Context: an optimization exercise on an open-source flow, tuned for small area, a short achievable clock period and few clock cycles per item. The choices shown serve that exercise and are no tape-out recipe. Where RTL was checked, it was by simulation tests only, not by an equivalence proof against the original. No activity file was given, so power comes from the tool's default toggle rates.

// muxcodec_quant
module muxcodec_quant (
    input  wire        clk,
    input  wire        rst,         
    input  wire        in_valid,
    output wire        in_ready,
    input  wire        in_op,       
    input  wire [2:0]  in_res,      
    input  wire [2:0]  in_qty,      
    input  wire [63:0] in_din,
    output reg         out_valid,
    output reg  [63:0] out_dout,
    output reg  [2:0]  out_err      
);
    localparam [1:0] K_DIV = 2'd0;    
    localparam [1:0] K_MUL = 2'd1;    
    localparam [1:0] K_F2F = 2'd2;    
    localparam [1:0] K_F2D = 2'd3;    
    localparam [1:0] C_NONE = 2'd0;
    localparam [1:0] C_ZERO = 2'd1;   
    localparam [1:0] C_INF  = 2'd2;   
    localparam [1:0] C_NAN  = 2'd3;   
    reg         busy;       
    reg         fin;        
    reg         first;      
    reg         fr;         
    reg  [1:0]  kind;
    reg  [2:0]  err;        
    reg  [1:0]  cst;        
    reg  [1:0]  res;
    reg  [2:0]  qty;
    reg         neg;
    reg         seen;       
  ...
Size in the first run: ~3500 cells after synthesis, roughly 280 flip-flops, ~140 I/O pins.
clock: 9.0 ns
lec_check: 0
cap_margin: 20
core_margin: 2
core_utilization: 40
setup_slack_margin: 4.5
slew_margin: 20
run.sh (not shown) runs the stock make flow with config.mk's settings and CLKGATE_MAP_FILE= SYNTH_SCRIPT=/design/flow/synth_recipe.tcl, a recipe that flattens the netlist after the stock synthesis.
Then changed:
--- a/flow/design.v
+++ b/flow/design.v
@@ -316,21 +316,21 @@
             K_DIV:   x_step = 11'h7FE;    
             K_MUL:   x_step = k_one ? 11'h001 : 11'h002;    
             K_F2F:   x_step = 11'h001;    
             default: x_step = 11'h7FF;    
         endcase
     end
     wire r1 = (kind == K_F2F) | k_one;
     always @(posedge clk) begin
         out_dout <= r_dout;
         out_err  <= err;
-        if (~busy) begin
+        if (accept) begin
             res   <= in_res[1:0];
             qty   <= in_qty;
             first <= 1'b1;
             fr    <= 1'b0;
             err   <= (in_res == 3'd4) ? 3'd3 : in_res[2] ? 3'd5 : 3'd0;
             h1    <= 1'b0;
             h0    <= 1'b0;
             g1    <= 1'b0;
             g0    <= 1'b0;
             stk   <= 1'b0;
Sequential share of layout area decreases by 0.16 points.
Via count grows by 1.2%.
Total power increases by 47%.
Global-route usage went up by 0.59 points.
Flip-flop and latch count is unchanged.
Clock-buffer cell count came out lower by 4.
Final cell count grows by 1.8%.
Setup slack improves by 0.0053 ns.
Function was not checked in any run of this note: the RTL went through the layout flow alone.

* * *

== the reference run ==
muxcodec_quant, a different RTL version from the one above (not shown whole).
For scale: roughly 3,400 cells after synthesis, ~280 flip-flops, ~140 I/O pins, ~0.026 mm^2 of cells after synthesis.
make LEC_CHECK=0 CAP_MARGIN=20 CORE_MARGIN=2 CORE_UTILIZATION=40 SETUP_SLACK_MARGIN=4.5 SLEW_MARGIN=20 finish   # period 9.0 ns
Testbench counts of the reference run, summed over its fixed seeds: cycles 71,988, items 12,000.
Setup changes, the reference run to the trial run
--- a/flow/design.v
+++ b/flow/design.v
@@ -16,15 +16,14 @@
     localparam [1:0] K_F2F = 2'd2;    
     localparam [1:0] K_F2D = 2'd3;    
     localparam [1:0] C_NONE = 2'd0;
     localparam [1:0] C_ZERO = 2'd1;   
     localparam [1:0] C_INF  = 2'd2;   
     localparam [1:0] C_NAN  = 2'd3;   
     reg         busy;       
-    reg         rdy;        
     reg         fin;        
     reg         first;      
     reg         fr;         
     reg  [1:0]  kind;
     reg  [2:0]  err;        
     reg  [1:0]  cst;        
     reg  [1:0]  res;
@@ -38,15 +37,15 @@
     reg         up;         
     reg         sat;        
     reg  [54:0] A;          
     reg  [31:0] B;          
     reg  [10:0] X;          
     reg  [5:0]  T;          
     wire [53:0] inc_out;    
-    assign in_ready = rdy;
+    assign in_ready = ~busy;
     wire accept = in_valid & ~busy;
     reg  [51:0] rom_m;
     reg  [54:0] rom_m3;
     reg  [10:0] rom_c1, rom_cs;
     always @(*) begin
         case ({qty, res})
             5'b000_00: begin rom_m = 52'h47AE147AE147B; rom_m3 = 55'h3D70A3D70A3D71; rom_c1 = 11'd1015; rom_cs = 11'd1024; end
@@ -167,17 +166,17 @@
     end
     wire        i_e32ff = (i_e32 == 8'hFF);
     wire [22:0] i_m32   = {in_din[22] | (i_e32ff & (|in_din[21:0])), in_din[21:0]};
     wire [10:0] i_x32   = i_e32ff ? 11'h7FF :
                           (i_e32 == 8'd0) ? 11'd897 :
                           {i_e32[7], ~i_e32[7], ~i_e32[7], ~i_e32[7], i_e32[6:0]};
     wire [52:0] d  = {1'b1, rom_m};
-    wire [55:0] S1 = add55(A, ~{2'b00, d},      1'b1);    
-    wire [55:0] S2 = add55(A, ~{1'b0, d, 1'b0}, 1'b1);    
-    wire [55:0] S3 = add55(A, ~rom_m3,          1'b1);    
+    wire [55:0] S1 = {1'b0, A} + {1'b0, ~{2'b00, d}}       + 56'd1;    
+    wire [55:0] S2 = {1'b0, A} + {1'b0, ~{1'b0, d, 1'b0}}  + 56'd1;    
+    wire [55:0] S3 = {1'b0, A} + {1'b0, ~rom_m3}           + 56'd1;    
     wire        ge1 = S1[55], ge2 = S2[55], ge3 = S3[55];
     wire        qb0 = ge2;                    
     wire        qb1 = ge3 | (ge1 & ~ge2);     
     wire        kr0    = B[31], kr1 = B[30];
     wire        km0    = (neg & seen) ? ~kr0 : kr0;
     wire        seen0  = seen | kr0;
     wire        km1    = (neg & seen0) ? ~kr1 : kr1;
@@ -417,26 +416,23 @@
                     B <= {B[30:0], 1'b0};
                     if (first & (B[22:0] == 23'd0)) cst <= C_ZERO;
                 end
             endcase
         end
         if (rst) begin
             busy      <= 1'b0;
-            rdy       <= 1'b1;
             fin       <= 1'b0;
             out_valid <= 1'b0;
         end else begin
             out_valid <= fin;
             if (accept) begin
                 busy <= i_iter;
-                rdy  <= ~i_iter;
                 fin  <= ~i_iter;
             end else if (busy) begin
                 busy <= ~done;
-                rdy  <= done;
                 fin  <= done;
             end else begin
                 fin  <= 1'b0;
             end
         end
     end
 endmodule
Results
Looking at sum of routed wire length over all layers, the trial run sits about 28% above the reference run. The trial run ended with every stage complete and zero timing, DRC or antenna violations. [the trial run] core utilization rose 1.0 points relative to the reference run. Compared with the reference run, in the trial run logic depth of the worst path, buffers included increased by 3 relative to the old numbers, die area climbed about 11%, largest stage delay on the critical path lost 160 ps, sequential cell count now smaller. Of the reference run and the trial run, the higher met1 usage belongs to the trial run. The trial run vs the reference run, sequential cell area share went down by 2.5 points. The trial run reports its endpoint of the worst setup timing path as out_dout[51]$_SDFF_PP0_ while the reference run reports A[36]$_DFF_P_. Of the reference run and the trial run, the trial run shows the higher portion of the clock cycle consumed by the worst path in the final layout, with the reference run below it. The count of non-filler cells in the finished layout in the trial run is 1.16 times that in the reference run. Compared to the reference run, the trial run has synthesized area 11% higher.
No functional check of the RTL was part of the trial run.

what the ideal ports hide:
Ports are ideal in the flow. The routed layouts listed here were re-timed in OpenROAD.
Step 1: set_driving_cell puts a clkbuf_16 on clk and a buf_2 on each other input, an assumption about the parent block.
Step 2, shift: input delay + t, output delay - t, t = (earliest + latest rising clock arrival at the registers) / 2. This alone moves slack from input paths to output paths.
Three values: ideal ports, drivers, drivers and shift; two values: the first two.
run | shift t [ns] | slack for setup (ns) | latest minus earliest clock arrival (ns) | worst register clock-pin slew, ns | worst data-port slew with drivers (ns)
the first run of note 1 | 0.633 | 4.491 / 4.491 / 4.033 | 0.039 / 0.039 | 0.07 / 0.07 | 0.09
the second run of note 1 | 0.683 | 4.496 / 4.496 / 4.039 | 0.040 / 0.040 | 0.08 / 0.08 | 0.05
the reference run | 0.610 | 4.450 / 4.450 / 4.080 | 0.024 / 0.024 | 0.08 / 0.08 | 0.05
the trial run | 0.646 | 4.397 / 4.397 / 3.958 | 0.029 / 0.028 | 0.07 / 0.07 | 0.05
After both steps every run listed still meets setup and hold. For the first run of note 1, which loses most, drivers alone change the setup slack by 0.000 ns; drivers and shift together by -0.458 ns.
